This is an optimization exercise on Yosys and OpenROAD, whose aim is small area, a short achievable clock period and few clock cycles per item, not a production implementation.
Function was checked by simulation only, so behaviour that the tests miss may differ from the original.
No activity file was given, so power comes from the tool's default toggle rates.

[design/flow/config.mk]
export PLATFORM = sky130hd
export DESIGN_NAME = sdf_deframer
export DESIGN_NICKNAME = sdf_deframer
export VERILOG_FILES = /design/flow/design.v
export SDC_FILE = /design/flow/constraint.sdc
export NUM_CORES = 4
export LEC_CHECK = 0
export CAP_MARGIN = 20
export CORE_MARGIN = 2
export CORE_UTILIZATION = 50
export PLACE_DENSITY = 0.65
export SETUP_SLACK_MARGIN = 5
export SLEW_MARGIN = 20
export TNS_END_PERCENT = 100
[design/flow/constraint.sdc]
create_clock -name core_clock -period 10.0 [get_ports {clk}]
set_input_delay 2.0000 -clock core_clock [delete_from_list [all_inputs] [get_ports {clk}]]
set_output_delay 2.0000 -clock core_clock [all_outputs]
set_load 0.01 [all_outputs]
[design/flow/design.v]
module sdf_deframer (
    input  wire       clk,
    input  wire       rst,
    input  wire       in_valid,
    input  wire [7:0] in_data,
    output wire       in_ready,
    output wire       out_valid,
    output wire [1:0] out_kind,
    output wire [7:0] out_data,
    output wire       out_last,
    input  wire       out_ready
);
    localparam integer CAP = 260;
    localparam integer QD  = 12;        
    localparam [1:0] KIND_FRAME   = 2'd0;
    localparam [1:0] KIND_LEN_ERR = 2'd1;
    localparam [1:0] KIND_CK_ERR  = 2'd2;
    localparam [2:0] S_SEEK0 = 3'd0;    
    localparam [2:0] S_SEEK1 = 3'd1;    
    localparam [2:0] S_TYPE  = 3'd2;
    localparam [2:0] S_LEN   = 3'd3;
    localparam [2:0] S_BODY  = 3'd4;    
    localparam [2:0] S_CKH   = 3'd5;
    localparam [2:0] S_CKL   = 3'd6;
    function [9:0] pinc;
        input [9:0] p;
        begin
            if (p[8:0] == CAP - 1)
                pinc = {~p[9], 9'd0};
            else
                pinc = {p[9], p[8:0] + 9'd1};
        end
    endfunction
    function [9:0] pdec;
        input [9:0] p;
        begin
            if (p[8:0] == 9'd0)
                pdec = {~p[9], 9'd259};
            else
                pdec = {p[9], p[8:0] - 9'd1};
        end
    endfunction
    function [8:0] pdist;
        input [9:0] a;
        input [9:0] b;
        begin
            if (a[9] == b[9])
                pdist = a[8:0] - b[8:0];
            else
                pdist = a[8:0] + 9'd260 - b[8:0];
        end
    endfunction
    reg  [7:0] mem [0:CAP-1];
    reg        in_rdy_q;
    reg        in_v;            
    reg  [7:0] in_d;
    reg  [9:0] wp;              
    reg  [2:0] st;
    reg  [9:0] sp;              
    reg  [9:0] cs;              
    reg        b0_55;           
    reg [15:0] sum;
    reg  [7:0] rem;
    reg        ckh_ok;          
    reg        pv55, pvAA;      
    reg        tf_ok;           
    reg  [9:0] tf;              
    reg        own_q;           
    reg        pown_q;          
    reg  [9:0] fp;              
    reg        r_v;
    reg  [7:0] r_d;
    reg  [1:0] q_typ [0:QD-1];
    reg  [9:0] q_pos [0:QD-1];
    reg  [4:0] q_cnt;
    reg        e_act;           
    reg  [9:0] ep;              
    reg  [8:0] eo;              
    reg  [8:0] elo;             
    reg        o_v;
    reg  [1:0] o_kind;
    reg  [7:0] o_data;
    reg        o_last;
    assign in_ready  = in_rdy_q;
    assign out_valid = o_v;
    assign out_kind  = o_kind;
    assign out_data  = o_data;
    assign out_last  = o_last;
    reg  [8:0] ra_q;            
    wire [7:0] rbyte = mem[ra_q];
    wire       q_full = (q_cnt == QD);
    wire       s_go   = !q_full && (own_q ? r_v : in_v);
    wire [7:0] b      = own_q ? r_d : in_d;
    wire b55  = (b == 8'h55);
    wire bAA  = (b == 8'hAA);
    wire pair = (pv55 && bAA) || (pvAA && b55);       
    wire tf_hit = !tf_ok && pair;
    wire [9:0] sp_prev = pdec(sp);
    wire       nest_ok  = tf_ok || pair;
    wire [9:0] nest_pos = tf_ok ? tf : sp_prev;
    wire [9:0] sp_inc = pinc(sp);
    wire [9:0] cs_inc = pinc(cs);
    reg  [2:0] st_nx;
    reg  [9:0] sp_nx;
    reg  [9:0] cs_nx;
    reg        b0_55_nx;
    reg [15:0] sum_nx;
    reg  [7:0] rem_nx;
    reg        ckh_ok_nx;
    reg        tf_ok_nx;
    reg  [9:0] tf_nx;
    reg        jump;            
    reg        push;
    reg  [1:0] push_typ;
    reg  [9:0] push_pos;
    always @(*) begin
        st_nx    = st;
        sp_nx    = sp;
        cs_nx    = cs;
        b0_55_nx = b0_55;
        sum_nx   = sum;
        rem_nx   = rem;
        ckh_ok_nx = ckh_ok;
        tf_ok_nx = tf_ok;
        tf_nx    = tf;
        jump     = 1'b0;
        push     = 1'b0;
        push_typ = KIND_FRAME;
        push_pos = cs;
        if (s_go) begin
            sp_nx = sp_inc;
            if (st != S_SEEK0 && st != S_SEEK1 && tf_hit) begin
                tf_ok_nx = 1'b1;
                tf_nx    = sp_prev;
            end
            case (st)
                S_SEEK0: begin
                    if (b55 || bAA) begin
                        cs_nx    = sp;
                        b0_55_nx = b55;
                        st_nx    = S_SEEK1;
                    end
                end
                S_SEEK1: begin
                    if ((b0_55 && bAA) || (!b0_55 && b55)) begin
                        sum_nx   = (b0_55 ? 16'h0055 : 16'h00AA) + {8'd0, b};
                        tf_ok_nx = 1'b0;
                        st_nx    = S_TYPE;
                    end else if (b55 || bAA) begin
                        cs_nx    = sp;
                        b0_55_nx = b55;
                    end else begin
                        st_nx    = S_SEEK0;
                    end
                end
                S_TYPE: begin
                    sum_nx = sum + {8'd0, b};
                    st_nx  = S_LEN;
                end
                S_LEN: begin
                    if (b < 8'd2) begin
                        push     = 1'b1;
                        push_typ = KIND_LEN_ERR;
                        push_pos = cs_inc;
                        if (nest_ok) begin
                            jump  = 1'b1;
                            sp_nx = nest_pos;
                        end
                        st_nx = S_SEEK0;    
                    end else begin
                        sum_nx = sum + {8'd0, b};
                        rem_nx = b - 8'd1;
                        st_nx  = S_BODY;
                    end
                end
                S_BODY: begin
                    sum_nx = sum + {8'd0, b};
                    rem_nx = rem - 8'd1;
                    if (rem == 8'd1)
                        st_nx = S_CKH;
                end
                S_CKH: begin
                    ckh_ok_nx = (b == sum[15:8]);
                    st_nx     = S_CKL;
                end
                S_CKL: begin
                    push = 1'b1;
                    if (ckh_ok && (b == sum[7:0])) begin
                        push_typ = KIND_FRAME;
                        push_pos = cs;
                        st_nx    = S_SEEK0;
                    end else begin
                        push_typ = KIND_CK_ERR;
                        push_pos = cs_inc;
                        if (nest_ok) begin
                            jump  = 1'b1;
                            sp_nx = nest_pos;
                            st_nx = S_SEEK0;
                        end else if (b55 || bAA) begin
                            cs_nx    = sp;
                            b0_55_nx = b55;
                            st_nx    = S_SEEK1;
                        end else begin
                            st_nx    = S_SEEK0;
                        end
                    end
                end
                default: st_nx = S_SEEK0;
            endcase
        end
    end
    wire o_load = !o_v || out_ready;
    wire q_has  = (q_cnt != 5'd0);
    wire h_frame = (q_typ[0] == KIND_FRAME);
    reg        pop;
    reg        o_v_nx;
    reg  [1:0] o_kind_nx;
    reg  [7:0] o_data_nx;
    reg        o_last_nx;
    reg        e_act_nx;
    reg  [9:0] ep_nx;
    reg  [8:0] eo_nx;
    reg  [8:0] elo_nx;
    always @(*) begin
        pop       = 1'b0;
        o_v_nx    = o_v;
        o_kind_nx = o_kind;
        o_data_nx = o_data;
        o_last_nx = o_last;
        e_act_nx  = e_act;
        ep_nx     = ep;
        eo_nx     = eo;
        elo_nx    = elo;
        if (o_load) begin
            o_v_nx = 1'b0;
            if (e_act) begin
                if (!pown_q) begin
                    o_v_nx    = 1'b1;
                    o_kind_nx = KIND_FRAME;
                    o_data_nx = rbyte;
                    o_last_nx = (eo == elo);
                    if (eo == 9'd4)
                        elo_nx = {1'b0, o_data} + 9'd4;    
                    eo_nx = eo + 9'd1;
                    ep_nx = pinc(ep);
                    if (eo == elo)
                        e_act_nx = 1'b0;
                end
            end else if (q_has) begin
                if (h_frame) begin
                    if (!pown_q) begin
                        pop       = 1'b1;
                        o_v_nx    = 1'b1;
                        o_kind_nx = KIND_FRAME;
                        o_data_nx = rbyte;
                        o_last_nx = 1'b0;
                        e_act_nx  = 1'b1;
                        ep_nx     = pinc(q_pos[0]);
                        eo_nx     = 9'd1;
                        elo_nx    = 9'h1FF;
                    end
                end else begin
                    pop       = 1'b1;
                    o_v_nx    = 1'b1;
                    o_kind_nx = q_typ[0];
                    o_data_nx = 8'd0;
                    o_last_nx = 1'b1;
                end
            end
        end
    end
    wire [9:0] s_need = (st == S_SEEK0) ? sp : cs;
    wire [9:0] hp     = e_act ? ep : (q_has ? q_pos[0] : s_need);
    wire       acc    = in_valid && in_rdy_q;
    wire [9:0] wp_nx  = in_v ? pinc(wp) : wp;
    wire [8:0] occ    = pdist(wp_nx, hp);        
    wire [4:0] q_cnt_nx = q_cnt + {4'd0, push} - {4'd0, pop};
    wire       rmode_nx = (sp_nx != wp_nx);
    wire rdy_base = !rmode_nx && (q_cnt_nx <= QD - 2);
    wire rdy_nx   = rdy_base && (acc ? (occ <= 9'd258) : (occ <= 9'd259));
    wire f_room = !r_v || (s_go && own_q);
    wire f_go   = pown_q && !jump && (fp != wp) && f_room;
    wire [9:0] fp_nx = (!own_q || jump) ? sp_nx : (f_go ? pinc(fp) : fp);
    wire       pown_nx = rmode_nx && (q_cnt_nx != QD);
    wire [9:0] qh_nx = pop ? ((q_cnt >= 2) ? q_pos[1] : push_pos)
                           : ((q_cnt >= 1) ? q_pos[0] : push_pos);
    wire [9:0] ra_nx = pown_nx ? fp_nx : (e_act_nx ? ep_nx : qh_nx);
    integer i;
    always @(posedge clk) begin
        if (in_v)
            mem[wp[8:0]] <= in_d;
        in_d <= in_data;
        if (f_go)
            r_d <= rbyte;
        if (!o_v || out_ready) begin
            o_kind <= o_kind_nx;
            o_data <= o_data_nx;
            o_last <= o_last_nx;
        end
        ckh_ok <= ckh_ok_nx;
        sum <= sum_nx;
        rem <= rem_nx;
        b0_55 <= b0_55_nx;
        cs <= cs_nx;
        tf <= tf_nx;
        ep <= ep_nx;
        eo <= eo_nx;
        elo <= elo_nx;
        ra_q <= ra_nx[8:0];
        if (s_go && st != S_SEEK0) begin
            pv55 <= b55;
            pvAA <= bAA;
        end
        for (i = 0; i < QD; i = i + 1) begin
            if (push && ({27'd0, q_cnt} - {31'd0, pop} == i)) begin
                q_typ[i] <= push_typ;
                q_pos[i] <= push_pos;
            end else if (pop) begin
                if (i < QD - 1) begin
                    q_typ[i] <= q_typ[i+1];
                    q_pos[i] <= q_pos[i+1];
                end
            end
        end
    end
    always @(posedge clk) begin
        if (rst) begin
            in_rdy_q <= 1'b0;
            in_v     <= 1'b0;
            wp       <= 10'd0;
            st       <= S_SEEK0;
            sp       <= 10'd0;
            tf_ok    <= 1'b0;
            own_q    <= 1'b0;
            pown_q   <= 1'b0;
            fp       <= 10'd0;
            r_v      <= 1'b0;
            q_cnt    <= 5'd0;
            e_act    <= 1'b0;
            o_v      <= 1'b0;
        end else begin
            in_rdy_q <= rdy_nx;
            in_v     <= acc;
            wp       <= wp_nx;
            st       <= st_nx;
            sp       <= sp_nx;
            tf_ok    <= tf_ok_nx;
            own_q    <= rmode_nx;
            pown_q   <= pown_nx;
            fp       <= fp_nx;
            if (jump || !own_q)
                r_v <= 1'b0;
            else if (f_go)
                r_v <= 1'b1;
            else if (s_go)
                r_v <= 1'b0;
            q_cnt    <= q_cnt_nx;
            e_act    <= e_act_nx;
            o_v      <= o_v_nx;
        end
    end
endmodule
[design/flow/run.sh]
#!/bin/bash
# synth_recipe.tcl (not shown) runs the flow's synth.tcl, then flattens the netlist and writes it again
# the make line also repeats each setting of config.mk as NAME=value (left out here)
make -C /OpenROAD-flow-scripts/flow DESIGN_CONFIG=/design/flow/config.mk WORK_HOME=/design/flow/orfs CLKGATE_MAP_FILE= SYNTH_SCRIPT=/design/flow/synth_recipe.tcl finish
==> results_dict.tcl, run 1 <==
set metrics [dict create \
    ys_warn_count 3 \
    dr.pass1.iters 5 \
    regToRegEndpoint "o_data[6]$_DFFE_PP_" \
    dpl_worst_slack_ns 3.736 \
    cts_buffers 231 \
    ios 25 \
    final_cell_mix "edfxtp_1, mux4_2, nor2_1" \
    dr_wl_met2_um 107700 \
    critPathRequiredTime_ns 10.70 \
    wl_met1_um 97560 \
    grt_max_degree 261 \
    outcome "complete, no violations" \
    met3WireLength_um 17270 \
    wl_per_cell_um 28.97 \
    synthesis.nets 5189 \
    grt_remaining_overflow 0 \
    gp_congestion 0.8751 \
    cts_max_level 4 \
    clock_skew_ns 0.04999 \
    period_needed_ns 4.912 \
    ant_nets 0 \
    cts.sinks 2382 \
    drc 0 \
    crit_type "reg -> reg" \
    layout.cells.non_filler 7879 \
    num_vias 48480 \
    worst_slack_ns 5.088 \
    antenna_found_initial 7 \
    worst-r2r-setup-slack_ns 5.09 \
    fmax_mhz 203.6 \
    tightestPinTransition_ns 1.187 \
    core_mm2 0.1930 \
    clk_latency_ns 0.88 \
    irDropWorstVdd_mv 0.2328 \
    topRoutingLayerUsed "met5" \
    dp_hpwl_um 136800 \
    die_area_mm2 0.1983 \
    die_h_um 445.4 \
    maxCapViolCount 0 \
    die_w_um 445.4 \
    ys_seq_elements 2382 \
    io_buffers 24 \
    cts.path.max_buffers 3 \
    synth-edff-count 2310 \
    hold_end "r_v$_SDFFE_PP0P_" \
    syn_inst 5103 \
    min_delay_path_depth 2 \
    wirelength_um 228200 \
    grt_usage_pct 23.14 \
    ys.flop_type "edfxtp_1" \
    grt_pass1_vias 48350 \
    synth_seq_area_share_pct 72.70 \
    min-delay-start "r_v$_SDFFE_PP0P_" \
    synth_top_cell_by_area "edfxtp_1" \
    r2r_cells 9 \
    drv_slew 0 \
    async_reset_ff_share_pct 0 \
    finalHoldViolations 0 \
    dp_cells 7441 \
    p_per_area_mw_per_mm2 264.7 \
    initial_core_util_pct 50.47 \
    hold_class "reg -> reg" \
    crit_path_start_kind "flip-flop" \
    clk_pin_slew_ns 0.06 \
    synth_area_mm2 0.09739 \
    min_period_over_period_pct 49.12 \
    grt_setup_unrepaired "true" \
    syn_avg_cell_area_um2 19.09 \
    syn2layout_area_growth_pct 11.06 \
    clockRootBuffer "clkbuf_16" \
    initialDrtViolationCount 5216 \
    hold_buffers 0 \
    critPathArrivalTime_ns 5.61 \
    setup_viol 0 \
    rows 161 \
    yosysTopAreaCellShare_pct 71.22 \
    tns_ns 0 \
    power.leakage_nw 33.99 \
    grt_first_pass_wirelength_um 335000 \
    via_per_inst 6.153 \
    synth_cell_types 84 \
    max_slew_margin_pct 20.55 \
    drive_above_1_share_pct 21.95 \
    final_common_cell "edfxtp_1" \
    crit_fanout 154 \
    fin_nets 5240 \
    synth.area.top_cells "edfxtp_1, mux4_2, nor2_1" \
    cts_tree "yes" \
    endpoint_kind "flip-flop" \
]
[Yosys cell counts, types with 4 or more instances]
| library cell | number |
|---|---|
| edfxtp_1 | 2310 |
| mux4_2 | 664 |
| nor2_1 | 418 |
| nand2_1 | 232 |
| clkbuf_1 | 211 |
| o21ai_0 | 156 |
| a21oi_1 | 114 |
| mux2i_1 | 93 |
| inv_1 | 78 |
| dfxtp_1 | 72 |
| ha_1 | 65 |
| buf_2 | 60 |
| xnor2_1 | 60 |
| xor2_1 | 57 |
| nor2b_1 | 56 |
| nand3_1 | 48 |
| nor3_1 | 32 |
| and3_1 | 22 |
| a211oi_1 | 21 |
| nand4_1 | 21 |
| buf_1 | 20 |
| nor4_1 | 20 |
| or3_1 | 18 |
| nand2b_1 | 17 |
| a21o_1 | 16 |
| and2_1 | 16 |
| o31ai_1 | 15 |
| mux2_2 | 14 |
| nor3b_1 | 12 |
| a22o_1 | 10 |
| o22ai_1 | 10 |
| fa_1 | 9 |
| a31oi_1 | 8 |
| o221ai_1 | 7 |
| or2_2 | 7 |
| o21bai_1 | 6 |
| o31a_1 | 6 |
| a21boi_0 | 5 |
| nand4b_1 | 5 |
| o211ai_1 | 5 |
| o21a_1 | 5 |
| nor4b_1 | 4 |
| o22a_1 | 4 |
| o2bb2ai_1 | 4 |
[area by class of cell]
class,instances,area (um^2)
timing repair buffer,111,1115
multi-input combinational,2347,25380
fill,14360,84820
clock buffer,287,6012
antenna,1,2.502
sequential,2382,70860
tap,2526,3161
clock inverter,144,1334
inverter,81,304.0
[routing by layer]
layer | vias to the layer above | GRT usage (%)
met5 | - | 0
met4 | 2 | 6.177
met3 | 329 | 4.109
met2 | 1769 | 35.49
met1 | 25630 | 34.62
li1 | 20750 | -
[worst max-delay path, cell delays in order, from the launching register on]
cell	delay, ns
dfxtp_4	0.85
buf_12	0.64
mux4_2	0.44
mux4_2	0.29
mux2i_1	0.24
mux4_2	0.56
and2_1	0.21
o31ai_1	0.78
nor2_1	0.11
nor3_1	0.22
[state kept, by name, summed over array words and instances (netlist names), 2 cells and up, named ones only]
name and flops:
cs 10, elo 9, eo 9, ep 10, fp 10, in_d 8
mem 2080, o_data 8, o_kind 2, q_cnt 5, q_pos 120, q_typ 24
r_d 8, rem 8, sp 10, st 3, sum 16, tf 10
wp 10
[where the power goes]
part / switching (mW) / internal, mW / total (mW)
Sequential: 0.459 / 11.6 / 12.0
Clock: 3.74 / 4.74 / 8.47
Combinational: 4.44 / 3.69 / 8.13
Total: 8.64 / 20.0 / 28.6
[what timing repair did]
action / in CTS / in global routing
buffers inserted: 2 / 1
gates cloned: 0 / 1
endpoints found under the setup margin: 131 / 234
pin swaps: 0 / 0
gates resized for setup: 19 / 46
[how the worst max path moves through the flow]
stage	start	endpoint
3_5_place_dp	out_ready	flip-flop
2_1_floorplan	out_ready	q_pos[4][0]$_DFFE_PP_
4_1_cts	out_ready	q_pos[3][8]$_DFFE_PP_
3_3_place_gp	out_ready	flip-flop
6_report	flip-flop	o_data[6]$_DFFE_PP_
5_1_grt	out_ready	q_pos[2][9]$_DFFE_PP_
[cells by family after synthesis]
kind of cell             count (synthesis)  synth area share [%]
AO/OA/AOI/OAI                          429                 2.703
XOR/XNOR                               117                 1.052
adder cells (fa/ha/maj)                 74                 1.020
buffers and inverters                  375                 1.545
flip-flops                            2382                 72.70
multiplexers                           773                 16.50
AND/OR/NAND/NOR                        953                 4.477
[metrics by stage]
step | utilization (%) | power (mW) | hold WS, ns | instance area, um^2
3_3_place_gp | 52.04 | 20.22 | 0.4685 | 100400
5_1_grt | 56.05 | 29.72 | 0.5333 | 108200
4_1_cts | 55.91 | 28.76 | 0.4895 | 107900
6_report | 56.05 | 28.63 | 0.4954 | 108200
3_5_place_dp | 52.05 | 20.30 | 0.4750 | 100400
2_1_floorplan | - | 17.63 | 0.4064 | 97430
Testbench counts, summed over its fixed seeds: cycles 33,927, bytes 32,412.
==> inputs of run 2 (changes only) <==
==> design/flow/flow/run.sh (new file) <==
#!/bin/bash
set -euo pipefail
MARGIN=$(cat flow/margin.txt)
bash standard.sh SETUP_SLACK_MARGIN="$MARGIN" finish > flow_make.log 2>&1
==> design/flow/flow/margin.txt (new file) <==
6.6
==> design/flow/standard.sh (new file) <==
#!/bin/bash
# synth_recipe.tcl (not shown) runs the flow's synth.tcl, then flattens the netlist and writes it again
# the make line also repeats each setting of config.mk as NAME=value (left out here)
make -C /OpenROAD-flow-scripts/flow DESIGN_CONFIG=/design/flow/config.mk WORK_HOME=/design/flow/orfs CLKGATE_MAP_FILE= SYNTH_SCRIPT=/design/flow/synth_recipe.tcl "${@:-finish}"
removed: design/flow/run.sh
==> results_dict.tcl, run 2 <==
set metrics [dict create \
    fillCellCount 13520 \
    crit_path_start_kind "primary input" \
    final_common_cell "edfxtp_1" \
    tightestPinTransition_ns 1.151 \
    grt_remaining_overflow 0 \
    r2r_cells 20 \
    cts_tree "yes" \
    clk_latency_ns 0.90 \
    grt_first_pass_wirelength_um 365900 \
    num_vias 51960 \
    hold_end "r_v$_SDFFE_PP0P_" \
    drive_above_1_share_pct 34.00 \
    cts_max_level 4 \
    die_h_um 445.4 \
    final_area_mm2 0.1156 \
    min-delay-start "r_v$_SDFFE_PP0P_" \
    hold_class "reg -> reg" \
    async_reset_ff_share_pct 0 \
    syn_avg_cell_area_um2 19.09 \
    max_slew_margin_pct 23.19 \
    die_w_um 445.4 \
    irDropWorstVdd_mv 0.2051 \
    fin_hold_ws_ns 0.5069 \
    io_buffers 24 \
    grt_usage_pct 25.73 \
    grt_max_degree 203 \
    synth_top_cell_by_area "edfxtp_1" \
    ys.flop_type "edfxtp_1" \
    drv_slew 0 \
    dp_hpwl_um 135900 \
    synth_seq_area_share_pct 72.70 \
    synth.area.top_cells "edfxtp_1, mux4_2, nor2_1" \
    maxCapViolCount 0 \
    post_dp_cell_area_mm2 0.1008 \
    crit-reg2reg-launch "own_q$_SDFF_PP0_" \
    yosysTopAreaCellShare_pct 71.22 \
    crit_start "out_ready" \
    fin_nets 5555 \
    path_buf_inv 5 \
    period_needed_ns 3.876 \
    multi_input_area_mm2 0.02855 \
    grt_pass1_vias 50680 \
    critPathArrivalTime_ns 4.64 \
    wirelength_um 258600 \
    outcome "complete, no violations" \
    critical_path.top_delay_family "adder cells" \
    synth-edff-count 2310 \
    fmax_mhz 258.0 \
    path_cells "buf_4, nand2b_4, nand4_1, buf_12, inv_12, ha_4, inv_2, ha_4, fa_2, a21oi_2, nor2_1, nor2_2, xor2_2, nor3_4, a21oi_4, buf_12, mux2i_1" \
    tns_ns 0 \
    power.leakage_nw 36.67 \
    die_area_mm2 0.1983 \
    gp_congestion 0.8506 \
    ant_nets 0 \
    wl_per_cell_um 31.53 \
    antenna_found_initial 10 \
    ys_seq_elements 2382 \
    seq_area_mm2 0.07089 \
    clock_skew_ns 0.07125 \
    clockRootBuffer "clkbuf_16" \
    worst-r2r-setup-slack_ns 6.16 \
    rows 161 \
    largest_reg_flops 2080 \
    ys_warn_count 3 \
    grt_setup_unrepaired "true" \
    clk_pin_slew_ns 0.06 \
    p_per_area_mw_per_mm2 278.3 \
    via_per_inst 6.335 \
    ios 25 \
    critPathSlowestCell "fa_2" \
    initialDrtViolationCount 6881 \
    crit_type "in -> reg" \
    netlist_top_cells_count "edfxtp_1, mux4_2, nor2_1, nand2_1, clkbuf_1" \
    drc 0 \
    cts_buffers 232 \
    critPathRequiredTime_ns 10.77 \
    max_stage_delay_ns 0.39 \
    setup_viol 0 \
    synth.most_common_cell "edfxtp_1" \
    syn_inst 5103 \
    dr.pass1.iters 6 \
    core_mm2 0.1930 \
    syn2layout_area_growth_pct 18.74 \
    fin_util_pct 59.93 \
    min_delay_path_depth 2 \
    endpoint_kind "flip-flop" \
    synth_cell_types 84 \
    min_period_over_period_pct 38.76 \
    synth_area_mm2 0.09739 \
    initial_core_util_pct 50.47 \
    crit_fanout 10 \
    synthesis.nets 5189 \
    final_cell_mix "edfxtp_1, mux4_2, nor2_1" \
    cts.sinks 2382 \
    finalHoldViolations 0 \
    cts.path.max_buffers 3 \
]
[run 2: stage by stage]
stage          cells  setup WS, ns  power, mW
2_1_floorplan   5103         5.481      17.72
3_3_place_gp    7427         3.816      20.33
3_5_place_dp    7428         3.799      20.38
4_1_cts         8111         6.150      31.49
5_1_grt         8194         5.999      33.15
6_report        8201         6.124      32.18
[run 2: worst register-to-register path, stage by stage (launching register included)]
cell        delay, ns
dfxtp_4          0.36
buf_12           0.12
buf_6            0.11
nor3b_4          0.24
o22ai_4          0.13
nor4_4           0.20
nand2_2          0.10
a21oi_4          0.24
clkinvlp_4       0.19
ha_4             0.29
inv_2            0.03
ha_4             0.15
fa_2             0.39
a21oi_2          0.13
nor2_1           0.06
nor2_2           0.14
xor2_2           0.23
nor3_4           0.09
a21oi_4          0.20
buf_12           0.15
mux2i_1          0.19
[run 2: power by group]
group	switching, mW	leakage (nW)	internal (mW)
sequential	0.496	21.5	11.6
clock	3.81	3.59	4.72
combinational	5.97	11.6	5.61
[run 2: cell type report]
type                    instances  area share [%]
flip-flops and latches       2382           61.30
repair buffers                387           4.598
diodes                          7         0.01515
multi-input cells            2385           24.69
clock buffers                 280           5.194
well taps                    2526           2.733
clock inverters               153           1.190
inverters                      81          0.2856
[run 2: how the worst max path moves through the flow]
stage                endpoint  slack, ns  cells past startpoint
floorplan           flip-flop       5.48                     16
finish              flip-flop       6.12                     17
global placement    flip-flop       3.82                     16
global route        flip-flop       6.00                     20
CTS                 flip-flop       6.15                     18
detailed placement  flip-flop       3.80                     16
[run 2: repair_timing]
action	CTS	global route
gates resized for setup	544	342
endpoints found under the setup margin	434	649
setup buffers	178	60
hold buffers	0	0
cloned	72	22
pin swaps	105	150
[run 2: kinds of logic after synthesis]
family | Yosys count | synth area share [%]
DFF | 2382 | 72.70
muxes | 773 | 16.50
AOI/OAI and AO/OA | 429 | 2.703
xor gates and xnor gates | 117 | 1.052
and+or+nand+nor | 953 | 4.477
adders and majority gates | 74 | 1.020
buffers and inverters | 375 | 1.545
[run 2: routing by layer]
metal	GRT usage, %	vias to the layer above	part of all wire [%]	wire, um
li1	-	21500	-	-
met1	37.30	27530	40	104700
met2	40.49	2484	48	124000
met3	4.862	443	8.8	22670
met4	6.920	2	2.8	7166
met5	0	-	0.0050	13
==> inputs of run 3 (changes only) <==
--- a/design/flow/design.v
+++ b/design/flow/design.v
@@ -54,7 +54,7 @@
     reg        in_rdy_q;
     reg        in_v;            
     reg  [7:0] in_d;
-    reg  [9:0] wp;              
+    reg  [9:0] wn;              
     reg  [2:0] st;
     reg  [9:0] sp;              
     reg  [9:0] cs;              
@@ -75,12 +75,16 @@
     reg  [4:0] q_cnt;
     reg        e_act;           
     reg  [9:0] ep;              
-    reg  [8:0] eo;              
-    reg  [8:0] elo;             
+    reg  [2:0] eph;             
+    reg  [7:0] erem;            
     reg        o_v;
     reg  [1:0] o_kind;
     reg  [7:0] o_data;
     reg        o_last;
+    reg        s_v;
+    reg  [1:0] s_kind;
+    reg  [7:0] s_data;
+    reg        s_last;
     assign in_ready  = in_rdy_q;
     assign out_valid = o_v;
     assign out_kind  = o_kind;
@@ -209,93 +213,99 @@
             endcase
         end
     end
-    wire o_load = !o_v || out_ready;
+    wire e_go   = !s_v;         
     wire q_has  = (q_cnt != 5'd0);
     wire h_frame = (q_typ[0] == KIND_FRAME);
     reg        pop;
-    reg        o_v_nx;
-    reg  [1:0] o_kind_nx;
-    reg  [7:0] o_data_nx;
-    reg        o_last_nx;
+    reg        bt_v;            
+    reg  [1:0] bt_kind;
+    reg        bt_frame;        
+    reg        bt_last;
     reg        e_act_nx;
     reg  [9:0] ep_nx;
-    reg  [8:0] eo_nx;
-    reg  [8:0] elo_nx;
+    reg  [2:0] eph_nx;
+    reg  [7:0] erem_nx;
     always @(*) begin
         pop       = 1'b0;
-        o_v_nx    = o_v;
-        o_kind_nx = o_kind;
-        o_data_nx = o_data;
-        o_last_nx = o_last;
+        bt_v      = 1'b0;
+        bt_kind   = KIND_FRAME;
+        bt_frame  = 1'b1;
+        bt_last   = 1'b0;
         e_act_nx  = e_act;
         ep_nx     = ep;
-        eo_nx     = eo;
-        elo_nx    = elo;
-        if (o_load) begin
-            o_v_nx = 1'b0;
+        eph_nx    = eph;
+        erem_nx   = erem;
+        if (e_go) begin
             if (e_act) begin
                 if (!pown_q) begin
-                    o_v_nx    = 1'b1;
-                    o_kind_nx = KIND_FRAME;
-                    o_data_nx = rbyte;
-                    o_last_nx = (eo == elo);
-                    if (eo == 9'd4)
-                        elo_nx = {1'b0, o_data} + 9'd4;    
-                    eo_nx = eo + 9'd1;
+                    bt_v  = 1'b1;
                     ep_nx = pinc(ep);
-                    if (eo == elo)
-                        e_act_nx = 1'b0;
+                    if (eph == 3'd4) begin
+                        erem_nx = erem - 8'd1;
+                        if (erem == 8'd0) begin
+                            bt_last  = 1'b1;
+                            e_act_nx = 1'b0;
+                        end
+                    end else begin
+                        eph_nx = eph + 3'd1;
+                        if (eph == 3'd3)
+                            erem_nx = rbyte;       
+                    end
                 end
             end else if (q_has) begin
                 if (h_frame) begin
                     if (!pown_q) begin
-                        pop       = 1'b1;
-                        o_v_nx    = 1'b1;
-                        o_kind_nx = KIND_FRAME;
-                        o_data_nx = rbyte;
-                        o_last_nx = 1'b0;
-                        e_act_nx  = 1'b1;
-                        ep_nx     = pinc(q_pos[0]);
-                        eo_nx     = 9'd1;
-                        elo_nx    = 9'h1FF;
+                        pop      = 1'b1;
+                        bt_v     = 1'b1;
+                        e_act_nx = 1'b1;
+                        ep_nx    = pinc(q_pos[0]);
+                        eph_nx   = 3'd1;
                     end
                 end else begin
-                    pop       = 1'b1;
-                    o_v_nx    = 1'b1;
-                    o_kind_nx = q_typ[0];
-                    o_data_nx = 8'd0;
-                    o_last_nx = 1'b1;
+                    pop      = 1'b1;
+                    bt_v     = 1'b1;
+                    bt_kind  = q_typ[0];
+                    bt_frame = 1'b0;
+                    bt_last  = 1'b1;
                 end
             end
         end
     end
+    wire [7:0] bt_data = bt_frame ? rbyte : 8'd0;
+    wire       a_free  = !o_v || out_ready;
     wire [9:0] s_need = (st == S_SEEK0) ? sp : cs;
     wire [9:0] hp     = e_act ? ep : (q_has ? q_pos[0] : s_need);
     wire       acc    = in_valid && in_rdy_q;
-    wire [9:0] wp_nx  = in_v ? pinc(wp) : wp;
-    wire [8:0] occ    = pdist(wp_nx, hp);        
+    wire [9:0] wn_nx  = in_v ? pinc(wn) : wn;
+    wire [8:0] occ    = pdist(wn_nx, hp);               
     wire [4:0] q_cnt_nx = q_cnt + {4'd0, push} - {4'd0, pop};
-    wire       rmode_nx = (sp_nx != wp_nx);
+    wire       rmode_nx = jump || (s_go ? (sp_inc != wn_nx) : (sp != wn_nx));
     wire rdy_base = !rmode_nx && (q_cnt_nx <= QD - 2);
     wire rdy_nx   = rdy_base && (acc ? (occ <= 9'd258) : (occ <= 9'd259));
     wire f_room = !r_v || (s_go && own_q);
-    wire f_go   = pown_q && !jump && (fp != wp) && f_room;
+    wire f_go   = pown_q && !jump && (fp != wn) && f_room;
     wire [9:0] fp_nx = (!own_q || jump) ? sp_nx : (f_go ? pinc(fp) : fp);
     wire       pown_nx = rmode_nx && (q_cnt_nx != QD);
     wire [9:0] qh_nx = pop ? ((q_cnt >= 2) ? q_pos[1] : push_pos)
                            : ((q_cnt >= 1) ? q_pos[0] : push_pos);
-    wire [9:0] ra_nx = pown_nx ? fp_nx : (e_act_nx ? ep_nx : qh_nx);
+    wire [9:0] ra_pos = pown_nx ? fp_nx : (e_act_nx ? ep_nx : qh_nx);
+    wire [8:0] ra_nx  = ra_pos[8:0];
     integer i;
     always @(posedge clk) begin
-        if (in_v)
-            mem[wp[8:0]] <= in_d;
         in_d <= in_data;
+        if (in_v)
+            mem[wn[8:0]] <= in_d;
         if (f_go)
             r_d <= rbyte;
-        if (!o_v || out_ready) begin
-            o_kind <= o_kind_nx;
-            o_data <= o_data_nx;
-            o_last <= o_last_nx;
+        if (a_free) begin
+            o_kind <= s_v ? s_kind : bt_kind;
+            o_data <= s_v ? s_data : bt_data;
+            o_last <= s_v ? s_last : bt_last;
+        end
+        if (bt_v) begin
+            s_kind <= bt_kind;
+            s_data <= bt_data;
+            s_last <= bt_last;
         end
         ckh_ok <= ckh_ok_nx;
         sum <= sum_nx;
@@ -304,9 +314,9 @@
         cs <= cs_nx;
         tf <= tf_nx;
         ep <= ep_nx;
-        eo <= eo_nx;
-        elo <= elo_nx;
-        ra_q <= ra_nx[8:0];
+        eph <= eph_nx;
+        erem <= erem_nx;
+        ra_q <= ra_nx;
         if (s_go && st != S_SEEK0) begin
             pv55 <= b55;
             pvAA <= bAA;
@@ -327,7 +337,7 @@
         if (rst) begin
             in_rdy_q <= 1'b0;
             in_v     <= 1'b0;
-            wp       <= 10'd0;
+            wn       <= 10'd0;
             st       <= S_SEEK0;
             sp       <= 10'd0;
             tf_ok    <= 1'b0;
@@ -338,10 +348,11 @@
             q_cnt    <= 5'd0;
             e_act    <= 1'b0;
             o_v      <= 1'b0;
+            s_v      <= 1'b0;
         end else begin
             in_rdy_q <= rdy_nx;
             in_v     <= acc;
-            wp       <= wp_nx;
+            wn       <= wn_nx;
             st       <= st_nx;
             sp       <= sp_nx;
             tf_ok    <= tf_ok_nx;
@@ -356,7 +367,9 @@
                 r_v <= 1'b0;
             q_cnt    <= q_cnt_nx;
             e_act    <= e_act_nx;
-            o_v      <= o_v_nx;
+            if (a_free)
+                o_v <= s_v || bt_v;
+            s_v      <= (s_v || bt_v) && !a_free;
         end
     end
 endmodule
==> results_dict.tcl, run 3 <==
set metrics [dict create \
    outcome "complete, no violations" \
    grt_max_degree 201 \
    die_area_mm2 0.1994 \
    drv_slew 0 \
    largest_reg_flops 2080 \
    path_cells "ha_1, nand4_1, buf_12, nand2b_4, xor2_4, inv_1, ha_1, inv_1, fa_1, nor2_1, a211oi_2, a22oi_2, nand4_1, nand2_1, o211a_1, o311a_1" \
    synth_area_mm2 0.09791 \
    switching_share_pct 31.94 \
    tns_ns 0 \
    clock_skew_ns 0.04707 \
    critPathArrivalTime_ns 4.50 \
    syn_inst 5409 \
    hold_class "reg -> reg" \
    period_needed_ns 3.752 \
    finalHoldViolations 0 \
    fillCellCount 14050 \
    p_int_mw 21.01 \
    synth_cell_types 88 \
    clockRootBuffer "clkbuf_16" \
    final_cell_mix "edfxtp_1, mux4_2, nor2_1" \
    die_w_um 446.5 \
    wl_per_cell_um 30.99 \
    min_period_over_period_pct 37.52 \
    power.leakage_nw 36.83 \
    grt_pass1_vias 52910 \
    synth-edff-count 2314 \
    io_buffers 24 \
    synth.most_common_cell "edfxtp_1" \
    irDropWorstVdd_mv 0.2043 \
    tightestPinTransition_ns 1.285 \
    wirelength_um 265800 \
    gp_congestion 0.8855 \
    initial_core_util_pct 50.27 \
    drc 0 \
    fin_nets 5830 \
    dpl_worst_slack_ns 5.035 \
    switching_power_mw 9.857 \
    critPathSlowestCell "fa_1" \
    cts_tree "yes" \
    seqPwrFrac_pct 39.1 \
    crit_fanout 14 \
    maxCapViolCount 0 \
    syn_avg_cell_area_um2 18.10 \
    ios 25 \
    ys_seq_elements 2387 \
    final_common_cell "edfxtp_1" \
    grt_first_pass_wirelength_um 374800 \
    ant_nets 0 \
    cts.path.max_buffers 3 \
    worst_slack_ns 6.248 \
    dr.pass1.iters 6 \
    crit_path_start_kind "flip-flop" \
    antenna_found_initial 18 \
    total_power_mw 30.87 \
    cts.sinks 2387 \
    max_stage_delay_ns 0.64 \
    synth.area.top_cells "edfxtp_1, mux4_2, mux2i_1" \
    synthesis.nets 5494 \
    p_per_area_mw_per_mm2 267.9 \
    cts_max_level 4 \
    syn2layout_area_growth_pct 17.66 \
    rows 162 \
    endpoint_kind "flip-flop" \
    multi_input_area_mm2 0.02802 \
    synth_seq_area_share_pct 72.46 \
    max_slew_margin_pct 14.02 \
    num_vias 54090 \
    setup_viol 0 \
    core_mm2 0.1948 \
    grt_usage_pct 26.03 \
    initialDrtViolationCount 7128 \
    via_per_inst 6.308 \
    grt_remaining_overflow 0 \
    ys_warn_count 3 \
    cts_buffers 234 \
    netlist_top_cells_count "edfxtp_1, mux4_2, nor2_1, nand2_1, clkbuf_1" \
    clk_latency_ns 0.86 \
    die_h_um 446.5 \
    pwr-share-comb_pct 32.7 \
    clk_pin_slew_ns 0.06 \
    crit_type "reg -> reg" \
    critPathRequiredTime_ns 10.75 \
    drive_above_1_share_pct 30.20 \
    fmax_mhz 266.5 \
    clockPowerShare_pct 28.3 \
    ys.flop_type "edfxtp_1" \
    async_reset_ff_share_pct 0 \
    grt_setup_unrepaired "true" \
    hold_buffers 0 \
    yosysTopAreaCellShare_pct 70.97 \
    seq_area_mm2 0.07103 \
    dp_hpwl_um 148700 \
    synth_top_cell_by_area "edfxtp_1" \
]
## run 3: cell count changes after synthesis, sizes merged, moves of 21 or more
cell	before	now
clkbuf	211	190
a221oi	3	24
o22ai	11	51
buf	83	120
nand2	233	205
nor2b	56	35
mux2i	95	162
mux2	14	134
a211oi	22	43
a22oi	2	122
mux4	664	492
a21oi	114	86
## run 3: area by class of cell
type / count / area share (%)
multi-input combinational: 2633 / 24.33
timing repair buffer: 398 / 4.273
antenna: 4 / 0.008688
tap: 2624 / 2.850
clock buffer: 289 / 5.380
sequential: 2387 / 61.66
inverter: 91 / 0.3182
clock inverter: 150 / 1.188
## run 3: logic make-up (layout without fill, tap and decap cells)
logic type / after synthesis / after routing / share of synthesized area (%)
AO/OA/AOI/OAI: 650 / 653 / 4.538
buffers and inverters: 401 / 928 / 1.696
other: 0 / 4 / 0
AND/OR/NAND/NOR: 1006 / 1014 / 4.861
XOR/XNOR: 104 / 105 / 0.9303
multiplexers: 788 / 788 / 14.51
adder cells (fa/ha/maj): 73 / 73 / 1.002
flip-flops: 2387 / 2387 / 72.46
## run 3: path summary, 6_finish.rpt
check	startpoint	end	slack (ns)	depth (start not counted)
min reg2reg	q_pos[3][2]$_DFFE_PP_	q_pos[2][2]$_DFFE_PP_	0.52	2
max	wn[0]$_SDFF_PP0_	in_rdy_q$_SDFF_PP0_	6.25	16
max reg2reg	wn[0]$_SDFF_PP0_	in_rdy_q$_SDFF_PP0_	6.25	16
min	q_pos[3][2]$_DFFE_PP_	q_pos[2][2]$_DFFE_PP_	0.52	2
## run 3: layer usage
metal / GRT usage [%] / routed length [um] / vias to the layer above
li1: - / - / 22580
met1: 37.55 / 106200 / 28260
met2: 41.02 / 126000 / 2786
met3: 4.597 / 24990 / 469
met4: 7.393 / 8621 / 2
met5: 0 / 13 / -
## run 3: critical path, delay by kind of cell (launching register included)
kind                       cells  cell delay (ns)
and+or+nand+nor                5             0.61
xor gates and xnor gates       1             0.20
DFF                            1             0.43
AOI/OAI and AO/OA              4             0.92
adders and majority gates      3             1.03
buffers and inverters          3             0.45
## run 3: power groups by stage
stage / logic [mW] / registers [mW] / clock network, mW
6_report: 10.1 / 12.1 / 8.72
5_1_grt: 10.6 / 12.1 / 9.20
4_1_cts: 9.07 / 12.0 / 8.80
3_5_place_dp: 7.92 / 12.3 / 0
3_3_place_gp: 7.86 / 12.3 / 0
2_1_floorplan: 5.54 / 12.0 / 0
## run 3: timing repair
item / in CTS / in global routing
endpoints found under the setup margin: 990 / 790
setup buffers: 136 / 102
gates cloned: 25 / 30
resized for setup: 405 / 338
hold endpoints to repair: 0 / 0
pin swaps: 63 / 92
## run 3: metrics by stage
step	hold WS [ns]	area, um^2	utilization, %	cells
after floorplan	0.4064	98400	-	5409
final	0.5234	115200	59.14	8576
after global routing	0.5272	115200	59.14	8574
after detailed placement	0.4773	101400	52.08	7839
after CTS	0.4872	112400	57.71	8439
after global placement	0.4708	101400	52.07	7839
Testbench counts of run 3, summed over its fixed seeds: cycles 33,927, bytes 32,412.
==> inputs of run 4 (changes only) <==
--- a/design/flow/design.v
+++ b/design/flow/design.v
@@ -68,13 +68,15 @@
     reg        own_q;           
     reg        pown_q;          
     reg  [9:0] fp;              
+    reg        fv_q;            
     reg        r_v;
     reg  [7:0] r_d;
     reg  [1:0] q_typ [0:QD-1];
     reg  [9:0] q_pos [0:QD-1];
-    reg  [4:0] q_cnt;
+    reg  [QD-1:0] qv;           
     reg        e_act;           
     reg  [9:0] ep;              
+    reg  [8:0] occ_q;           
     reg  [2:0] eph;             
     reg  [7:0] erem;            
     reg        o_v;
@@ -92,7 +94,7 @@
     assign out_last  = o_last;
     reg  [8:0] ra_q;            
     wire [7:0] rbyte = mem[ra_q];
-    wire       q_full = (q_cnt == QD);
+    wire       q_full = qv[QD-1];
     wire       s_go   = !q_full && (own_q ? r_v : in_v);
     wire [7:0] b      = own_q ? r_d : in_d;
     wire b55  = (b == 8'h55);
@@ -214,7 +216,7 @@
         end
     end
     wire e_go   = !s_v;         
-    wire q_has  = (q_cnt != 5'd0);
+    wire q_has  = qv[0];
     wire h_frame = (q_typ[0] == KIND_FRAME);
     reg        pop;
     reg        bt_v;            
@@ -277,18 +279,21 @@
     wire [9:0] hp     = e_act ? ep : (q_has ? q_pos[0] : s_need);
     wire       acc    = in_valid && in_rdy_q;
     wire [9:0] wn_nx  = in_v ? pinc(wn) : wn;
-    wire [8:0] occ    = pdist(wn_nx, hp);               
-    wire [4:0] q_cnt_nx = q_cnt + {4'd0, push} - {4'd0, pop};
+    wire [8:0] occ    = pdist(wn_nx, hp);
+    wire occ_ok = in_v ? (acc ? (occ_q <= 9'd257) : (occ_q <= 9'd258))
+                       : (acc ? (occ_q <= 9'd258) : (occ_q <= 9'd259));
+    wire q_ok = push ? !qv[QD-3] : !qv[QD-2];
     wire       rmode_nx = jump || (s_go ? (sp_inc != wn_nx) : (sp != wn_nx));
-    wire rdy_base = !rmode_nx && (q_cnt_nx <= QD - 2);
-    wire rdy_nx   = rdy_base && (acc ? (occ <= 9'd258) : (occ <= 9'd259));
+    wire rdy_nx   = !rmode_nx && q_ok && occ_ok;
     wire f_room = !r_v || (s_go && own_q);
-    wire f_go   = pown_q && !jump && (fp != wn) && f_room;
-    wire [9:0] fp_nx = (!own_q || jump) ? sp_nx : (f_go ? pinc(fp) : fp);
-    wire       pown_nx = rmode_nx && (q_cnt_nx != QD);
-    wire [9:0] qh_nx = pop ? ((q_cnt >= 2) ? q_pos[1] : push_pos)
-                           : ((q_cnt >= 1) ? q_pos[0] : push_pos);
-    wire [9:0] ra_pos = pown_nx ? fp_nx : (e_act_nx ? ep_nx : qh_nx);
+    wire f_go   = pown_q && fv_q && (fp != wn) && f_room;
+    wire [9:0] fp_pre = f_go ? pinc(fp) : fp;
+    wire [9:0] fp_nx  = (!own_q || jump) ? sp_nx : fp_pre;
+    wire       pown_nx = own_q && !q_full;
+    wire       fv_nx   = own_q && !jump;
+    wire [9:0] qh_nx = pop ? (qv[1] ? q_pos[1] : cs)
+                           : (qv[0] ? q_pos[0] : cs);
+    wire [9:0] ra_pos = pown_nx ? fp_pre : (e_act_nx ? ep_nx : qh_nx);
     wire [8:0] ra_nx  = ra_pos[8:0];
     integer i;
     always @(posedge clk) begin
@@ -322,7 +327,8 @@
             pvAA <= bAA;
         end
         for (i = 0; i < QD; i = i + 1) begin
-            if (push && ({27'd0, q_cnt} - {31'd0, pop} == i)) begin
+            if (push && (pop ? (qv[i] && (i == QD - 1 || !qv[(i+1) % QD]))
+                             : (!qv[i] && (i == 0 || qv[(i+QD-1) % QD])))) begin
                 q_typ[i] <= push_typ;
                 q_pos[i] <= push_pos;
             end else if (pop) begin
@@ -345,7 +351,9 @@
             pown_q   <= 1'b0;
             fp       <= 10'd0;
             r_v      <= 1'b0;
-            q_cnt    <= 5'd0;
+            qv       <= {QD{1'b0}};
+            fv_q     <= 1'b0;
+            occ_q    <= 9'd0;
             e_act    <= 1'b0;
             o_v      <= 1'b0;
             s_v      <= 1'b0;
@@ -365,7 +373,12 @@
                 r_v <= 1'b1;
             else if (s_go)
                 r_v <= 1'b0;
-            q_cnt    <= q_cnt_nx;
+            if (push && !pop)
+                qv <= {qv[QD-2:0], 1'b1};
+            else if (pop && !push)
+                qv <= {1'b0, qv[QD-1:1]};
+            fv_q     <= fv_nx;
+            occ_q    <= occ;
             e_act    <= e_act_nx;
             if (a_free)
                 o_v <= s_v || bt_v;
==> design/flow/flow/margin.txt (replaced) <==
6.8
==> results_dict.tcl, run 4 <==
set metrics [dict create \
    rows 162 \
    ys_warn_count 3 \
    grt_first_pass_wirelength_um 384800 \
    post_dp_cell_area_mm2 0.1017 \
    antenna_found_initial 8 \
    tns_ns 0 \
    min_period_over_period_pct 36.23 \
    final_area_mm2 0.1152 \
    endpoint_kind "primary output" \
    cts_buffers 237 \
    regToRegEndpoint "o_data[5]$_DFFE_PP_" \
    finalHoldViolations 0 \
    max_stage_delay_ns 0.53 \
    path_buf_inv 1 \
    final_cell_mix "edfxtp_1, mux4_2, nor2_1" \
    critPathArrivalTime_ns 1.62 \
    period_needed_ns 3.623 \
    crit_type "reg -> out" \
    maxCapViolCount 0 \
    synth.area.top_cells "edfxtp_1, mux4_2, dfxtp_1" \
    io_buffers 24 \
    clk_pin_slew_ns 0.06 \
    drive_above_1_share_pct 28.42 \
    yosys.area_share.simple_pct 5.169 \
    max_slew_margin_pct 26.06 \
    synth_compound_gate_area_share_pct 4.340 \
    cts.sinks 2404 \
    core_mm2 0.1952 \
    dr.pass1.iters 6 \
    fin_nets 5851 \
    wirelength_um 270500 \
    cts_tree "yes" \
    hold_end "q_pos[10][3]$_DFFE_PP_" \
    grt_setup_unrepaired "true" \
    yosysTopAreaCellShare_pct 70.61 \
    initial_core_util_pct 50.42 \
    netlist_top_cells_count "edfxtp_1, mux4_2, nor2_1, nand2_1, mux2i_1" \
    clk_latency_ns 0.90 \
    synth-edff-count 2314 \
    grt_util_met2_pct 41.99 \
    tightestPinTransition_ns 1.105 \
    irDropWorstVdd_mv 0.1959 \
    die_w_um 447.7 \
    crit_path_start_kind "flip-flop" \
    num_vias 54620 \
    synth_top_cell_by_area "edfxtp_1" \
    grt_use_met1_pct 39.05 \
    async_reset_ff_share_pct 0 \
    power.leakage_nw 36.78 \
    min-delay-start "q_pos[11][3]$_DFFE_PP_" \
    grt-busiest-layer "met2" \
    final_common_cell "edfxtp_1" \
    synthMuxAreaShare_pct 14.32 \
    p_per_area_mw_per_mm2 217.4 \
    synth.most_common_cell "edfxtp_1" \
    dp_hpwl_um 149300 \
    syn_avg_cell_area_um2 17.94 \
    synthXorXnorAreaFrac_pct 0.8988 \
    drc 0 \
    ios 25 \
    via_per_inst 6.333 \
    largest_reg_flops 2080 \
    gp_congestion 0.8598 \
    initialDrtViolationCount 7758 \
    r2r_cells 10 \
    grt_max_degree 171 \
    crit_fanout 1 \
    hold_class "reg -> reg" \
    ant_nets 0 \
    dpl_worst_slack_ns 4.999 \
    cts_max_level 4 \
    grt_remaining_overflow 0 \
    syn_inst 5487 \
    clockRootBuffer "clkbuf_16" \
    outcome "complete, no violations" \
    worst-r2r-setup-slack_ns 6.63 \
    multi_input_area_mm2 0.02730 \
    setup_viol 0 \
    cts.path.max_buffers 3 \
    use_met3_pct 4.588 \
    synth_top_family_by_area "multiplexers" \
    hold_buffers 0 \
    synth_seq_area_share_pct 72.44 \
    min_delay_path_depth 2 \
    grt_usage_pct 26.91 \
    die_h_um 447.7 \
    critical_path.top_delay_family "flip-flops" \
    seq_area_mm2 0.07138 \
    ys_seq_elements 2404 \
    path_cells "buf_2" \
    crit_cells 1 \
    clock_skew_ns 0.06010 \
    synth_adder_area_share_pct 0.7450 \
    die_area_mm2 0.2004 \
    fillCellCount 13950 \
    drv_slew 0 \
    synth_cell_types 96 \
    critPathRequiredTime_ns 8.00 \
    syn2layout_area_growth_pct 17.07 \
    critPathSlowestCell "edfxtp_1" \
    worst_slack_ns 6.377 \
    synth_area_mm2 0.09842 \
    synthesis.nets 5553 \
    ys.flop_type "edfxtp_1" \
    grt_pass1_vias 53200 \
    fmax_mhz 276.0 \
    wl_per_cell_um 31.36 \
]
-- run 4: cell types whose count changed after synthesis, sizes merged, moves of 18 or more --
cell / change
o21ai: +46
mux4: +47
o22ai: +18
a211oi: -18
nand2: +118
buf: +50
a22oi: -86
nor2: +28
clkbuf: -40
a21oi: +56
mux2: -104
-- run 4: metrics by stage --
| stage | hold WS (ns) | utilization (%) | instances | power (mW) |
|---|---|---|---|---|
| finish | 0.5174 | 59.03 | 8624 | 25.04 |
| global placement | 0.4993 | 52.07 | 7924 | 15.14 |
| detailed placement | 0.5081 | 52.08 | 7925 | 15.16 |
| CTS | 0.5256 | 58.28 | 8561 | 24.89 |
| floorplan | 0.4064 | - | 5487 | 14.04 |
| global route | 0.5370 | 59.02 | 8620 | 25.70 |
-- run 4: kinds of logic after synthesis --
group,Yosys count
AO/OA/AOI/OAI,665
XOR/XNOR,101
adder cells (fa/ha/maj),56
buffers and inverters,404
flip-flops,2404
multiplexers,729
AND/OR/NAND/NOR,1128
-- run 4: cell type report --
class                   instances  area share [%]
well taps                    2624           2.850
clock buffers                 296           5.376
inverters                      84          0.2932
clock inverters               154           1.268
flip-flops and latches       2404           61.95
multi-input cells            2682           23.70
repair buffers                376           4.557
diodes                          4        0.008688
-- run 4: what timing repair did --
| action | CTS | global route |
|---|---|---|
| setup buffers | 137 | 50 |
| resized for setup | 427 | 195 |
| gates cloned | 49 | 8 |
| pin swaps | 60 | 77 |
| setup endpoints to repair | 1647 | 984 |
-- run 4: per-layer routing --
layer | vias to the layer above | routed length [um]
li1 | 22650 | -
met1 | 28540 | 106600
met2 | 2994 | 128700
met3 | 432 | 27680
met4 | 4 | 7518
met5 | - | 26
-- run 4: worst max path at each step --
stage	end	slack, ns	from
3_5_place_dp	erem[4]$_DFFE_PP_	5.00	flip-flop
6_report	out_data[4]	6.38	o_data[4]$_DFFE_PP_
3_3_place_gp	erem[4]$_DFFE_PP_	4.78	flip-flop
4_1_cts	out_data[0]	6.34	o_data[0]$_DFFE_PP_
2_1_floorplan	sum[0]$_DFFE_PP_	6.39	in_d[0]$_DFF_P_
5_1_grt	out_data[4]	6.37	o_data[4]$_DFFE_PP_
-- run 4: power breakdown --
part | switching, mW | total, mW | leakage (nW) | internal, mW
logic | 2.67 | 5.00 | 11.5 | 2.34
registers | 0.116 | 11.2 | 21.6 | 11.1
clock network | 3.90 | 8.80 | 3.72 | 4.90
Testbench counts of run 4, summed over its fixed seeds: cycles 33,943, bytes 32,412.
==> inputs of run 5 (changes only) <==
==> design/flow/flow/margin.txt (replaced) <==
6.45
==> results_dict.tcl, run 5 <==
set metrics [dict create \
    async_reset_ff_share_pct 0 \
    crit_fanout 1 \
    num_vias 53140 \
    drive_above_1_share_pct 22.85 \
    min_delay_path_depth 2 \
    pwr-share-comb_pct 17.4 \
    synth_cell_types 96 \
    synthesis.nets 5553 \
    fmax_mhz 278.1 \
    synth.area.top_cells "edfxtp_1, mux4_2, dfxtp_1" \
    synth_top_cell_by_area "edfxtp_1" \
    clock_skew_ns 0.05055 \
    seqPwrFrac_pct 46.7 \
    synth_area_mm2 0.09842 \
    ys.flop_type "edfxtp_1" \
    cts_buffers 237 \
    drc 0 \
    dp_cells 7919 \
    via_per_inst 6.275 \
    crit_path_start_kind "flip-flop" \
    path_buf_inv 1 \
    clockPowerShare_pct 35.9 \
    switching_power_mw 6.265 \
    yosysTopAreaCellShare_pct 70.61 \
    rows 162 \
    clk_latency_ns 0.88 \
    critPathSlowestCell "edfxtp_1" \
    cts.path.max_buffers 3 \
    die_w_um 447.7 \
    clockRootBuffer "clkbuf_16" \
    core_mm2 0.1952 \
    r2r_cells 3 \
    ys_seq_elements 2404 \
    critPathArrivalTime_ns 1.60 \
    dr.pass1.iters 7 \
    synth_seq_area_share_pct 72.44 \
    netlist_top_cells_count "edfxtp_1, mux4_2, nor2_1, nand2_1, mux2i_1" \
    cts.sinks 2404 \
    final_common_cell "edfxtp_1" \
    syn2layout_area_growth_pct 13.19 \
    min_period_over_period_pct 35.96 \
    p_per_area_mw_per_mm2 216.3 \
    drv_slew 0 \
    irDropWorstVdd_mv 0.2035 \
    synth.most_common_cell "edfxtp_1" \
    fin_nets 5701 \
    wirelength_um 251900 \
    finalHoldViolations 0 \
    die_h_um 447.7 \
    grt_setup_unrepaired "true" \
    multi_input_area_mm2 0.02606 \
    synth-edff-count 2314 \
    endpoint_kind "primary output" \
    critPathRequiredTime_ns 8.00 \
    grt_usage_pct 25.08 \
    dp_hpwl_um 147800 \
    gp_congestion 0.8866 \
    max_slew_margin_pct 19.10 \
    ant_nets 0 \
    p_int_mw 17.83 \
    max_stage_delay_ns 0.52 \
    layout.cells.non_filler 8468 \
    grt_pass1_vias 51820 \
    hold_buffers 0 \
    wl_per_cell_um 29.74 \
    total_power_mw 24.09 \
    initialDrtViolationCount 6625 \
    ys_warn_count 3 \
    seq_area_mm2 0.07136 \
    crit_type "reg -> out" \
    ios 25 \
    path_cells "buf_2" \
    switching_share_pct 26.00 \
    tns_ns 0 \
    largest_reg_flops 2080 \
    final_cell_mix "edfxtp_1, mux4_2, nor2_1" \
    period_needed_ns 3.596 \
    grt_remaining_overflow 0 \
    power.leakage_nw 35.23 \
    syn_inst 5487 \
    cts_tree "yes" \
    grt_max_degree 205 \
    grt_first_pass_wirelength_um 363200 \
    syn_avg_cell_area_um2 17.94 \
    die_area_mm2 0.2004 \
    cts_max_level 4 \
    antenna_found_initial 5 \
    tightestPinTransition_ns 1.211 \
    io_buffers 24 \
    maxCapViolCount 0 \
    initial_core_util_pct 50.42 \
    clk_pin_slew_ns 0.06 \
    outcome "complete, no violations" \
    critical_path.top_delay_family "flip-flops" \
    setup_viol 0 \
    crit_cells 1 \
    hold_class "reg -> reg" \
    fillCellCount 14560 \
]
[run 5: final timing paths]
check | from | to | slack, ns
max reg2reg | wn[6]$_SDFF_PP0_ | mem[160][3]$_DFFE_PP_ | 6.43
min reg2reg | q_pos[11][6]$_DFFE_PP_ | q_pos[10][6]$_DFFE_PP_ | 0.52
max | o_data[5]$_DFFE_PP_ | out_data[5] | 6.40
min | q_pos[11][6]$_DFFE_PP_ | q_pos[10][6]$_DFFE_PP_ | 0.52
[run 5: final cells by class]
type / count / area share [%]
well taps: 2624 / 2.947
inverters: 84 / 0.2931
flip-flops and latches: 2404 / 64.06
clock inverters: 144 / 1.173
diodes: 2 / 0.004493
repair buffers: 229 / 2.551
multi-input cells: 2679 / 23.39
clock buffers: 302 / 5.580
[run 5: power by group through the flow]
stage / clock, mW / combinational (mW) / sequential (mW)
3_3_place_gp: 0 / 3.59 / 11.5
5_1_grt: 9.15 / 4.38 / 11.3
4_1_cts: 8.75 / 4.02 / 11.3
3_5_place_dp: 0 / 3.61 / 11.5
6_report: 8.66 / 4.18 / 11.2
2_1_floorplan: 0 / 2.59 / 11.4
[run 5: what timing repair did]
action | in CTS | in global routing
cloned | 15 | 5
resized for setup | 215 | 110
endpoints found under the setup margin | 930 | 626
pin swaps | 9 | 14
setup buffers | 35 | 45
[run 5: routing by layer]
metal	wire, um	track usage [%]
met2	119900	39.25
met3	22530	4.727
met4	6020	6.403
met5	0	0
met1	103500	36.60
[run 5: logic make-up after synthesis]
family	count (synthesis)	synth area share, %
buffers and inverters	404	2.094
flip-flops	2404	72.44
adder cells (fa/ha/maj)	56	0.7450
AO/OA/AOI/OAI	665	4.340
AND/OR/NAND/NOR	1128	5.169
multiplexers	729	14.32
XOR/XNOR	101	0.8988
[run 5: per-stage QoR]
stage          utilization (%)  hold WS, ns  worst slack, ns  area (um^2)
4_1_cts                  56.56       0.5200            6.284       110400
2_1_floorplan                -       0.4064            6.391        98670
5_1_grt                  57.07       0.5406            6.321       111400
6_report                 57.07       0.5216            6.404       111400
3_3_place_gp             51.95       0.5014            4.912       101400
3_5_place_dp             51.96       0.5066            5.093       101400
==> inputs of run 6 (changes only) <==
==> design/flow/flow/margin.txt (replaced) <==
6.8
--- a/design/flow/config.mk
+++ b/design/flow/config.mk
@@ -7,8 +7,8 @@
 export LEC_CHECK = 0
 export CAP_MARGIN = 20
 export CORE_MARGIN = 2
-export CORE_UTILIZATION = 50
-export PLACE_DENSITY = 0.65
+export CORE_UTILIZATION = 65
+export PLACE_DENSITY = 0.75
 export SETUP_SLACK_MARGIN = 5
 export SLEW_MARGIN = 20
 export TNS_END_PERCENT = 100
==> results_dict.tcl, run 6 <==
set metrics [dict create \
    outcome "complete, no violations" \
    min_period_over_period_pct 35.59 \
    crit_start "o_data[0]$_DFFE_PP_" \
    wl_per_cell_um 34.05 \
    layout.cells.non_filler 7939 \
    syn_inst 5487 \
    synth.most_common_cell "edfxtp_1" \
    ys_warn_count 3 \
    critPathSlowestCell "edfxtp_1" \
    io_buffers 24 \
    endpoint_kind "primary output" \
    synth_top_cell_by_area "edfxtp_1" \
    max_stage_delay_ns 0.50 \
    netlist_top_cells_count "edfxtp_1, mux4_2, nor2_1, nand2_1, mux2i_1" \
    period_needed_ns 3.559 \
    rows 142 \
    grt_usage_pct 35.07 \
    clk_pin_slew_ns 0.06 \
    cts.sinks 2404 \
    synth-edff-count 2314 \
    clock_skew_ns 0.03869 \
    tightestPinTransition_ns 1.361 \
    r2r_cells 11 \
    maxCapViolCount 0 \
    fillCellCount 7942 \
    max_slew_margin_pct 9.177 \
    initial_core_util_pct 65.55 \
    num_vias 55600 \
    ios 25 \
    worst-r2r-setup-slack_ns 6.48 \
    ys.flop_type "edfxtp_1" \
    seqPwrFrac_pct 45.4 \
    fmax_mhz 281.0 \
    drc 0 \
    critical_path.top_delay_family "flip-flops" \
    drv_slew 0 \
    path_buf_inv 1 \
    die_w_um 393.1 \
    dr.pass1.iters 8 \
    final_cell_mix "edfxtp_1, mux4_2, nand2_1" \
    total_power_mw 24.78 \
    die_area_mm2 0.1545 \
    fin_nets 5795 \
    antenna_found_initial 5 \
    syn2layout_area_growth_pct 15.75 \
    regToRegEndpoint "erem[4]$_DFFE_PP_" \
    post_dp_cell_area_mm2 0.1008 \
    p_per_area_mw_per_mm2 217.5 \
    drive_above_1_share_pct 29.70 \
    clockPowerShare_pct 34.6 \
    irDropWorstVdd_mv 0.1875 \
    grt_first_pass_wirelength_um 383000 \
    dp_cells 7296 \
    largest_reg_flops 2080 \
    synthesis.nets 5553 \
    ant_nets 0 \
    finalHoldViolations 0 \
    p_int_mw 18.18 \
    clk_latency_ns 0.88 \
    crit_fanout 1 \
    ys_seq_elements 2404 \
    switching_power_mw 6.601 \
    tns_ns 0 \
    grt_max_degree 167 \
    final_area_mm2 0.1139 \
    final_common_cell "edfxtp_1" \
    die_h_um 393.1 \
    wirelength_um 270300 \
    synth_cell_types 96 \
    core_mm2 0.1501 \
    critPathArrivalTime_ns 1.56 \
    gp_congestion 0.9376 \
    pwr-share-comb_pct 20.0 \
    path_cells "buf_6" \
    min-delay-start "s_kind[1]$_DFFE_PP_" \
    crit_cells 1 \
    critPathRequiredTime_ns 8.00 \
    endpoint "out_data[0]" \
    power.leakage_nw 36.45 \
    grt_setup_unrepaired "true" \
    cts_tree "yes" \
    fin_util_pct 75.88 \
    syn_avg_cell_area_um2 17.94 \
    switching_share_pct 26.64 \
    grt_remaining_overflow 0 \
    cts_buffers 226 \
    async_reset_ff_share_pct 0 \
    clockRootBuffer "clkbuf_16" \
    via_per_inst 7.004 \
    initialDrtViolationCount 7915 \
    grt_pass1_vias 54240 \
    cts.path.max_buffers 3 \
    synth_area_mm2 0.09842 \
    crit_type "reg -> out" \
    dp_hpwl_um 146500 \
    crit_path_start_kind "flip-flop" \
    hold_class "reg -> reg" \
    synth.area.top_cells "edfxtp_1, mux4_2, dfxtp_1" \
    cts_max_level 4 \
    setup_viol 0 \
    synth_seq_area_share_pct 72.44 \
    yosysTopAreaCellShare_pct 70.61 \
]
==> run 6: cell count changes in the layout (fill, tap and decap cells not counted), sizes merged, moves of 3 or more <==
cell,before,now
clkinvlp,11,4
buf,200,299
inv,93,88
bufinv,17,23
clkdlybuf4s15,3,0
clkbuf,307,281
bufbuf,11,16
clkinv,107,114
==> run 6: area by class of cell <==
type | instances | area [um^2] | share of cell area [%]
flip-flops and latches | 2404 | 71380 | 62.66
multi-input cells | 2683 | 27700 | 24.31
clock buffers | 276 | 5909 | 5.187
repair buffers | 330 | 4657 | 4.088
well taps | 2016 | 2522 | 2.214
clock inverters | 145 | 1414 | 1.241
inverters | 84 | 337.8 | 0.2965
diodes | 1 | 2.502 | 0.002197
==> run 6: cells by family (layout without fill, tap and decap cells) <==
kind of cell / count (synthesis) / in the layout / share of synthesized area (%)
mux: 729 / 729 / 14.32
simple gates: 1128 / 1129 / 5.169
buf+inv: 404 / 835 / 2.094
fa+ha+maj: 56 / 56 / 0.7450
other cells: 0 / 1 / 0
compound gates: 665 / 668 / 4.340
xor+xnor: 101 / 101 / 0.8988
flops: 2404 / 2404 / 72.44
==> run 6: what timing repair did <==
item / CTS / global route
resized for setup: 513 / 224
hold buffers: 0 / 0
buffers inserted: 108 / 62
pin swaps: 63 / 73
gates cloned: 42 / 9
setup endpoints to repair: 2115 / 1183
==> run 6: power by group through the flow <==
| stage | Clock (mW) | Sequential (mW) | Combinational [mW] |
|---|---|---|---|
| global route | 8.98 | 11.2 | 5.10 |
| global placement | 0 | 11.5 | 3.57 |
| finish | 8.58 | 11.2 | 4.96 |
| floorplan | 0 | 11.4 | 2.60 |
| CTS | 8.57 | 11.2 | 4.65 |
| detailed placement | 0 | 11.5 | 3.61 |
==> run 6: routing by layer <==
layer	part of all wire, %	track usage, %
met1	35	48.44
met2	47	53.54
met3	13	8.850
met4	5.3	16.18
met5	0.021	0
==> run 6: how the worst min path moves through the flow <==
| stage | slack, ns | end | depth (start not counted) |
|---|---|---|---|
| 2_1_floorplan | 0.41 | cs[6]$_DFFE_PP_ | 0 |
| 3_3_place_gp | 0.50 | r_v$_SDFFE_PP0P_ | 2 |
| 3_5_place_dp | 0.51 | r_v$_SDFFE_PP0P_ | 2 |
| 4_1_cts | 0.52 | r_v$_SDFFE_PP0P_ | 2 |
| 5_1_grt | 0.55 | q_pos[4][3]$_DFFE_PP_ | 2 |
| 6_report | 0.52 | o_kind[1]$_DFFE_PP_ | 1 |
==> run 6: metrics by stage <==
stage	hold slack [ns]	setup WS [ns]
6_report	0.5240	6.441
5_1_grt	0.5467	6.420
4_1_cts	0.5216	6.404
3_5_place_dp	0.5065	4.936
3_3_place_gp	0.4971	4.923
2_1_floorplan	0.4064	6.391

static timing again, ports no longer ideal:
The flow's constraints put no driver on any port. The routed layouts listed below were extracted and timed again, unchanged, in two steps.
Step 1 (the two cells are an assumption about what drives the block):
set clk [get_ports {clk}]
set_driving_cell -lib_cell sky130_fd_sc_hd__clkbuf_16 $clk
set_driving_cell -lib_cell sky130_fd_sc_hd__buf_2 [delete_from_list [all_inputs] $clk]
Step 2 adds t to the input delays and takes it off the output delays; t is the mean of the earliest and latest rising clock arrival at the registers after step 1. Input paths then give back, and output paths get back, about the clock's delay inside the block.
Three values: ideal, step 1, step 2; two values: the first two.
| run | shift t [ns] | setup WS [ns] | slew at the worst register clock pin (ns) |
|---|---|---|---|
| run 1 | 0.932 | 5.088 / 5.088 / 4.263 | 0.07 / 0.07 |
| run 2 | 0.958 | 6.124 / 6.161 / 5.232 | 0.07 / 0.07 |
| run 3 | 0.931 | 6.248 / 6.248 / 5.946 | 0.07 / 0.07 |
| run 4 | 0.963 | 6.377 / 6.285 / 6.401 | 0.07 / 0.07 |
| run 5 | 0.942 | 6.404 / 6.316 / 6.435 | 0.07 / 0.07 |
| run 6 | 0.951 | 6.441 / 6.353 / 6.111 | 0.07 / 0.07 |
After both steps every run listed still meets setup and hold. The setup slack of run 2, which loses most, moves by +0.037 ns with the drivers and by -0.892 ns with both steps.
